What follows belongs to an exercise in optimizing a design on an open flow for small area; a production flow would make more cautious choices.
No functional check of the RTL was part of this run.
Power and IR drop assume default switching activity.

`design/flow/config.mk`:
```
export PLATFORM = sky130hd
export DESIGN_NAME = ttt_core
export DESIGN_NICKNAME = ttt_core
export VERILOG_FILES = /design/flow/design.v
export SDC_FILE = /design/flow/constraint.sdc
export NUM_CORES = 4
export LEC_CHECK = 0
export CAP_MARGIN = 20
export CORE_MARGIN = 2
export CORE_UTILIZATION = 30
export SLEW_MARGIN = 20
```
`design/flow/constraint.sdc`:
```
create_clock -name core_clock -period 15.0 [get_ports {clk}]
set_input_delay 3.0000 -clock core_clock [delete_from_list [all_inputs] [get_ports {clk}]]
set_output_delay 3.0000 -clock core_clock [all_outputs]
set_load 0.01 [all_outputs]
```
`design/flow/run.sh`:
```
#!/bin/bash
# synth_recipe.tcl (not shown) runs the flow's synth.tcl, then flattens the netlist and writes it again
# the make line also repeats each setting of config.mk as NAME=value (left out here)
make -C /OpenROAD-flow-scripts/flow DESIGN_CONFIG=/design/flow/config.mk WORK_HOME=/design/flow/orfs CLKGATE_MAP_FILE= SYNTH_SCRIPT=/design/flow/synth_recipe.tcl finish
```
`design/flow/design.v`:
```
module ttt_core (
    input  wire        clk,
    input  wire        rst,
    input  wire        cmd_valid,
    input  wire [23:0] cmd,
    input  wire [8:0]  pos_bus,
    input  wire        pos_ovr,
    output reg         DATA,
    output reg         CLOCK,
    output reg         CS,
    output wire        turn_p1,
    output wire        turn_p2,
    output wire        cmd_ready,
    output wire [1:0]  st_outcome,
    output wire        st_next,
    output wire [3:0]  st_moves,
    output wire [17:0] st_board,
    output wire [63:0] st_rows
);
    localparam [1:0] CELL_EMPTY = 2'b00;
    localparam [1:0] CELL_P1    = 2'b01;
    localparam [1:0] CELL_P2    = 2'b10;
    localparam [1:0] OUT_PROG   = 2'b00;
    localparam [1:0] OUT_P1WIN  = 2'b01;
    localparam [1:0] OUT_P2WIN  = 2'b10;
    localparam [1:0] OUT_DRAW   = 2'b11;
    localparam [3:0] OP_NOP       = 4'h0;
    localparam [3:0] OP_WRITE_REG = 4'h1;
    localparam [3:0] OP_DEV_INIT  = 4'h2;
    localparam [3:0] OP_SET_PIXEL = 4'h3;
    localparam [3:0] OP_SET_ROW   = 4'h4;
    localparam [3:0] OP_CLEAR     = 4'h5;
    localparam [3:0] OP_GAME_INIT = 4'h6;
    localparam [3:0] OP_PLAY_AT   = 4'h7;
    localparam [3:0] OP_EVALUATE  = 4'h8;
    localparam [3:0] OP_AWAIT     = 4'h9;
    localparam integer QMAX = 13;            
    localparam [1:0] PH_START = 2'd0;        
    localparam [1:0] PH_BITS  = 2'd1;        
    localparam [1:0] PH_CSLO  = 2'd2;        
    localparam [1:0] PH_CSHI  = 2'd3;        
    reg [63:0] rows;                         
    reg [17:0] cells;                        
    reg [3:0]  moves;
    reg        next_p;                       
    reg [1:0]  outcome;
    reg        waiting;
    reg [16*QMAX-1:0] fq;                    
    reg [3:0]  fq_len;                       
    reg [3:0]  fq_idx;                       
    reg        busy;                         
    reg [1:0]  phase;
    reg [3:0]  bitn;                         
    reg [1:0]  sub;                          
    assign cmd_ready  = !busy && !waiting;
    assign st_outcome = outcome;
    assign st_next    = next_p;
    assign st_moves   = moves;
    assign st_board   = cells;
    assign st_rows    = rows;
    assign turn_p1    = (outcome == OUT_PROG) && !next_p;
    assign turn_p2    = (outcome == OUT_PROG) &&  next_p;
    reg [3:0] pos;
    integer   pk;
    always @(*) begin
        pos = 4'd0;
        for (pk = 0; pk < 9; pk = pk + 1)
            if (pos_bus[pk]) pos = pk[3:0] + 4'd1;
        if (pos_ovr) pos = 4'd9;
    end
    wire [3:0] pos_m1  = pos - 4'd1;
    wire [7:0] pos_row = {4'd0, pos_m1 / 4'd3};
    wire [7:0] pos_col = {4'd0, pos_m1 % 4'd3};
    wire       do_move = waiting && (pos != 4'd0);
    wire       do_cmd  = !waiting && cmd_valid;
    wire [3:0] op      = do_move ? OP_PLAY_AT : cmd[23:20];
    wire [7:0] arg_a   = do_move ? pos_row : cmd[15:8];
    wire [7:0] arg_b   = do_move ? pos_col : cmd[7:0];
    wire       arg_on  = cmd[16];
    reg [63:0]        n_rows;
    reg [17:0]        n_cells;
    reg [3:0]         n_moves;
    reg               n_next;
    reg [1:0]         n_outcome;
    reg [16*QMAX-1:0] n_fq;
    reg [3:0]         n_len;
    reg [7:0]  row_v;
    reg [3:0]  cidx;
    reg [1:0]  mark;
    reg [2:0]  dr, dc;
    reg        won;
    integer    r;
    function [11:0] line_cells;
        input [2:0] l;
        case (l)
            3'd0: line_cells = {4'd0, 4'd1, 4'd2};
            3'd1: line_cells = {4'd3, 4'd4, 4'd5};
            3'd2: line_cells = {4'd6, 4'd7, 4'd8};
            3'd3: line_cells = {4'd0, 4'd3, 4'd6};
            3'd4: line_cells = {4'd1, 4'd4, 4'd7};
            3'd5: line_cells = {4'd2, 4'd5, 4'd8};
            3'd6: line_cells = {4'd0, 4'd4, 4'd8};
            default: line_cells = {4'd6, 4'd4, 4'd2};
        endcase
    endfunction
    reg [11:0] lc;
    reg [1:0]  cx, cy, cz;
    integer    l;
    always @(*) begin
        n_rows    = rows;
        n_cells   = cells;
        n_moves   = moves;
        n_next    = next_p;
        n_outcome = outcome;
        n_fq      = {16*QMAX{1'b0}};
        n_len     = 4'd0;
        row_v     = 8'h00;
        cidx      = 4'd0;
        mark      = CELL_EMPTY;
        dr        = 3'd0;
        dc        = 3'd0;
        won       = 1'b0;
        lc        = 12'd0;
        cx        = 2'd0;
        cy        = 2'd0;
        cz        = 2'd0;
        case (op)
            OP_WRITE_REG: begin
                n_fq[15:0] = {arg_a, arg_b};
                n_len      = 4'd1;
            end
            OP_DEV_INIT: begin
                n_fq[16*0 +: 16] = 16'h0900;
                n_fq[16*1 +: 16] = 16'h0B07;
                n_fq[16*2 +: 16] = 16'h0C01;
                n_fq[16*3 +: 16] = 16'h0F00;
                for (r = 0; r < 8; r = r + 1)
                    n_fq[16*(4+r) +: 16] = {8'h01 + r[7:0], 8'h00};
                n_fq[16*12 +: 16] = {8'h0A, 4'h0, arg_b[3:0]};
                n_rows = 64'd0;
                n_len  = 4'd13;
            end
            OP_SET_PIXEL: begin
                if (arg_a < 8'd8 && arg_b < 8'd8) begin
                    row_v = rows[8*arg_a[2:0] +: 8];
                    row_v[7 - arg_b[2:0]] = arg_on;
                    n_rows[8*arg_a[2:0] +: 8] = row_v;
                    n_fq[15:0] = {8'h01 + {5'd0, arg_a[2:0]}, row_v};
                    n_len      = 4'd1;
                end
            end
            OP_SET_ROW: begin
                if (arg_a < 8'd8) begin
                    n_rows[8*arg_a[2:0] +: 8] = arg_b;
                    n_fq[15:0] = {8'h01 + {5'd0, arg_a[2:0]}, arg_b};
                    n_len      = 4'd1;
                end
            end
            OP_CLEAR: begin
                for (r = 0; r < 8; r = r + 1)
                    n_fq[16*r +: 16] = {8'h01 + r[7:0], 8'h00};
                n_rows = 64'd0;
                n_len  = 4'd8;
            end
            OP_GAME_INIT: begin
                n_cells   = 18'd0;
                n_moves   = 4'd0;
                n_next    = 1'b0;
                n_outcome = OUT_PROG;
            end
            OP_PLAY_AT, OP_EVALUATE: begin
                if (op == OP_PLAY_AT && arg_a < 8'd3 && arg_b < 8'd3 &&
                    outcome == OUT_PROG) begin
                    cidx = arg_a[3:0] * 4'd3 + arg_b[3:0];
                    if (cells[2*cidx +: 2] == CELL_EMPTY) begin
                        mark = next_p ? CELL_P2 : CELL_P1;
                        n_cells[2*cidx +: 2] = mark;
                        n_moves = moves + 4'd1;
                        n_next  = !next_p;
                        dr = arg_a[2:0] * 3'd3;
                        dc = arg_b[2:0] * 3'd3;
                        row_v = n_rows[8*dr +: 8];
                        row_v[7 - dc] = 1'b1;
                        n_rows[8*dr +: 8] = row_v;
                        n_fq[16*0 +: 16] = {8'h01 + {5'd0, dr}, row_v};
                        if (mark == CELL_P1) begin
                            row_v[6 - dc] = 1'b1;
                            n_rows[8*dr +: 8] = row_v;
                            n_fq[16*1 +: 16] = {8'h01 + {5'd0, dr}, row_v};
                            row_v = n_rows[8*(dr+3'd1) +: 8];
                            row_v[7 - dc] = 1'b1;
                            n_rows[8*(dr+3'd1) +: 8] = row_v;
                            n_fq[16*2 +: 16] = {8'h02 + {5'd0, dr}, row_v};
                            row_v[6 - dc] = 1'b1;
                            n_rows[8*(dr+3'd1) +: 8] = row_v;
                            n_fq[16*3 +: 16] = {8'h02 + {5'd0, dr}, row_v};
                            n_len = 4'd4;
                        end else begin
                            row_v = n_rows[8*(dr+3'd1) +: 8];
                            row_v[6 - dc] = 1'b1;
                            n_rows[8*(dr+3'd1) +: 8] = row_v;
                            n_fq[16*1 +: 16] = {8'h02 + {5'd0, dr}, row_v};
                            n_len = 4'd2;
                        end
                    end
                end
                if (op == OP_EVALUATE || n_len != 4'd0) begin
                    if (n_moves >= 4'd5) begin
                        for (l = 0; l < 8; l = l + 1) begin
                            lc = line_cells(l[2:0]);
                            cx = n_cells[2*lc[11:8] +: 2];
                            cy = n_cells[2*lc[7:4]  +: 2];
                            cz = n_cells[2*lc[3:0]  +: 2];
                            if (!won && cx != CELL_EMPTY && cx == cy && cy == cz) begin
                                won       = 1'b1;
                                n_outcome = (cx == CELL_P1) ? OUT_P1WIN : OUT_P2WIN;
                            end
                        end
                        if (!won && n_moves == 4'd9)
                            n_outcome = OUT_DRAW;
                    end
                end
            end
            default: ;                       
        endcase
    end
    wire [15:0] cur_frame = fq[16*fq_idx +: 16];
    wire        cur_bit   = cur_frame[4'd15 - bitn];
    always @(posedge clk) begin
        if (rst) begin
            rows    <= 64'd0;
            cells   <= 18'd0;
            moves   <= 4'd0;
            next_p  <= 1'b0;
            outcome <= OUT_PROG;
            waiting <= 1'b0;
            DATA    <= 1'b0;
            CLOCK   <= 1'b0;
            CS      <= 1'b1;
            fq      <= {16*QMAX{1'b0}};
            fq_len  <= 4'd0;
            fq_idx  <= 4'd0;
            busy    <= 1'b0;
            phase   <= PH_START;
            bitn    <= 4'd0;
            sub     <= 2'd0;
        end else if (busy) begin
            case (phase)
                PH_START: begin
                    CS    <= 1'b1;
                    phase <= PH_BITS;
                    bitn  <= 4'd0;
                    sub   <= 2'd0;
                end
                PH_BITS: begin
                    case (sub)
                        2'd0: begin
                            DATA <= cur_bit;
                            sub  <= 2'd1;
                        end
                        2'd1: begin
                            CLOCK <= 1'b0;
                            sub   <= 2'd2;
                        end
                        default: begin
                            CLOCK <= 1'b1;
                            sub   <= 2'd0;
                            if (bitn == 4'd15)
                                phase <= PH_CSLO;
                            else
                                bitn <= bitn + 4'd1;
                        end
                    endcase
                end
                PH_CSLO: begin
                    CS    <= 1'b0;
                    phase <= PH_CSHI;
                end
                default: begin
                    CS    <= 1'b1;
                    phase <= PH_START;
                    if (fq_idx + 4'd1 == fq_len)
                        busy <= 1'b0;
                    else
                        fq_idx <= fq_idx + 4'd1;
                end
            endcase
        end else if (do_move || do_cmd) begin
            if (do_move)
                waiting <= 1'b0;
            else if (op == OP_AWAIT)
                waiting <= 1'b1;
            rows    <= n_rows;
            cells   <= n_cells;
            moves   <= n_moves;
            next_p  <= n_next;
            outcome <= n_outcome;
            fq      <= n_fq;
            fq_len  <= n_len;
            fq_idx  <= 4'd0;
            phase   <= PH_START;
            busy    <= (n_len != 4'd0);
        end
    end
endmodule
```
==> impl_metrics.toml <==
[sta]
tightest_slew_ns = 1.25
fin_setup_tns_ns = 0
max_freq_ghz = 0.0733
slew_violations = 0
period_share = 0.910
holdWs_ns = 0.454
grt_setup_unrepaired = "false"
relSlewSlack = 0.162
fin_crit_ns = 13.65
finalClockSkew_ns = 0.0162
finalSetupViolations = 0
hold_viol_final = 0

[pwr]
p_leak_nw = 6.55
ir_drop_uv = 115
power_mw = 1.61
power_density_nw_per_um2 = 82.3

[route]
vias = 21200
drc = 0
first_iter_violations = 3137
firstDrtPassIters = 6
wirelength_um = 90200
vias_per_cell = 6.71
detail_route.wl_per_cell_um = 28.6
detail-route-antenna-nets = 0

[worst_setup_path]
slowest_stage = "a2111oi_0"
cp_data_required_time_ns = 15.39
cpMostUsedCell = "ha_1"
startpoint_type = "primary input"
r2r_cells = 25
critPathBufInv = 6
critical_path.max_fanout = 9
cp_slowest_stage_delay_ns = 0.82
reg2reg_slack_ns = 6.98
rr_endpoint = "outcome[1]"
worstPathArrival_ns = 14.04
critical_path.top_delay_family = "simple AND/OR/NAND/NOR gates"
rr_startpoint = "waiting"
worstSetupPathType = "in2reg"
worstSetupEndpointType = "flip-flop"

[cells_and_area]
utilization = 0.349
layout_common_cells = "299 x nor2_1, 243 x nand2_1, 211 x o21ai_0"
layout_commonest_cell = "nor2_1"
finalNonFillerCells = 3155
drive_gt1_frac = 0.0809
antenna_cells = 0
area.growth.synth_to_final_pct = 15.3
nets = 2482

[clock_network]
cts_resized = 0
cts_max_level = 4
cts_hold_buffers = 0
clk_latency_ns = 0.52
post-cts-setup-buffers = 0
cts_buffers = 17
clock-sinks = 169
cts_buffer_depth = 2
clk_pin_slew_ns = 0.08
clockRootBuffer = "clkbuf_16"
cts_tree = "built"

[placed_design]
io_buffers = 128
placed_cells = 3123
hpwlAfterDp_um = 64900
gp_congestion = 1.05

[synth]
synth_top_area_share = 0.199
synthArstFlopShare = 0
yosysWarnings = 1
synth_seq_area_share = 0.199
synth_area_per_cell_um2 = 7.19
synth_area_leader_cell = "dfxtp_1"
ys_ff_latch = 169
synthFlopType = "dfxtp_1"
netlist_area_um2 = 17000
synthCells = 2363
synth_nets = 2459
synth-edff-count = 0
synth_cell_types = 95
synthTopCellsByArea = "dfxtp_1 20%, mux4_2 7.3%, nor2_1 6.7%, o21ai_0 6.2%, a21oi_1 6.0%"

[floorplanning]
start_util = 0.302
ios = 132
die_y_um = 242
dieWidth_um = 242
rows = 87
core-area_um2 = 56200
dieArea_um2 = 58500

[run_status]
status = "complete, no violations"

[hold_path]
hp-start = "fq[14]"
holdCritPathClass = "reg2reg"
worstHoldPathCells = 2
min_to = "fq[14]"

[global_routing]
grt_max_degree = 76
antenna_found_initial = 3
grt_pass1_wl_um = 131000
grtUsageTotal = 0.296
grt-ovfl-total = 0
grt_pass1_vias = 19700

[flow_run]
maxCapViolCount = 0
[cells by family (layout without fill, tap and decap cells)]
family / count (synthesis) / after routing / synth area share
buf+inv: 246 / 282 / 0.0555
compound gates: 897 / 897 / 0.357
simple gates: 883 / 883 / 0.240
fa+ha+maj: 59 / 59 / 0.0448
mux: 89 / 89 / 0.0936
xor+xnor: 20 / 20 / 0.0103
flops: 169 / 169 / 0.199
[cells in the mapped netlist, types with 10 or more instances]
cell and count:
or3_1 11, a21oi_1 202, a22oi_1 93, nor2b_1 16
mux2i_1 29, nand2_1 244, nand4_1 12, o221ai_1 20
nand2b_1 21, a211oi_1 37, a32oi_1 17, dfxtp_1 169
mux4_2 55, and3_1 17, ha_1 56, o21ai_0 211
a31oi_1 28, a211o_1 11, a221o_1 12, a21o_1 16
a221oi_1 66, o31ai_1 10, clkbuf_1 150, xor2_1 12
inv_1 62, nor3_1 91, buf_1 18, o211ai_1 32
nor2_1 302, nand3_1 83, and2_1 26, o22ai_1 22
[power breakdown]
group,total [mW],internal [mW],switching [mW],leakage (nW)
Sequential,0.486,0.459,0.0269,1.37
Combinational,0.656,0.180,0.476,4.90
Clock,0.469,0.222,0.247,0.279
[worst max-delay path by stage]
stage	from	to	slack, ns	depth (start not counted)
after detailed placement	pos_bus[8]	outcome[1]	1.10	40
after global placement	pos_bus[8]	outcome[0]	1.28	40
after CTS	pos_bus[8]	outcome[1]	1.63	40
after global routing	pos_bus[8]	outcome[1]	0.71	40
after floorplan	pos_bus[8]	outcome[0]	2.18	44
final	pos_bus[8]	outcome[1]	1.35	40
[per-stage QoR]
stage               cell area, um2  setup WS (ns)
floorplan                    17000           2.18
global placement             19000           1.28
detailed placement           19000           1.10
CTS                          19600           1.63
global route                 19600          0.715
finish                       19600           1.35
[tightest hold or removal path: stages (launching register included)]
cell and delay, ns:
dfxtp_1 0.31, nand2_1 0.05, a21oi_1 0.05
[state kept, by name, indices dropped and copies added, names as in the netlist, 4 cells and up]
register,flops
rows,64
fq,59
cells,18
bitn,4
fq_idx,4
fq_len,4
moves,4
[layout make-up]
type | instances | area [um2]
fillers | 6010 | 36600
multi-input cells | 1948 | 12700
flip-flops and latches | 169 | 3390
repair buffers | 183 | 1690
well taps | 756 | 946
clock buffers | 18 | 429
inverters | 67 | 251
clock inverters | 14 | 155
[layer usage]
| layer | track usage | vias to the layer above | share of wire |
|---|---|---|---|
| li1 | - | 9086 | - |
| met1 | 0.379 | 10100 | 0.39 |
| met2 | 0.444 | 1569 | 0.43 |
| met3 | 0.0679 | 385 | 0.11 |
| met4 | 0.195 | 4 | 0.070 |
| met5 | 0 | - | 0.00027 |

## static timing again, ports no longer ideal
The results above use ideal ports. As a check the final layout listed here was re-extracted and re-timed, cells and wires unchanged.
Step 1 (the two cells are an assumption about what drives the block):
set clk [get_ports {clk}]
set_driving_cell -lib_cell sky130_fd_sc_hd__clkbuf_16 $clk
set_driving_cell -lib_cell sky130_fd_sc_hd__buf_2 [delete_from_list [all_inputs] $clk]
Step 2, shift: input delay + t, output delay - t, t = (earliest + latest rising clock arrival at the registers) / 2. This alone moves slack from input paths to output paths.
Three values: ideal ports, drivers, drivers and shift; two values: the first two.
shift t [ns]: 0.577
setup WS [ns]: 1.354 / 1.391 / 0.814
clock arrival spread, ns: 0.017 / 0.016
worst register clock-pin slew, ns: 0.09 / 0.09
worst slew at a driven data input, ns: 0.06
After both steps setup and hold are still met in this run. For this run, drivers alone change the setup slack by +0.037 ns; drivers and shift together by -0.540 ns.
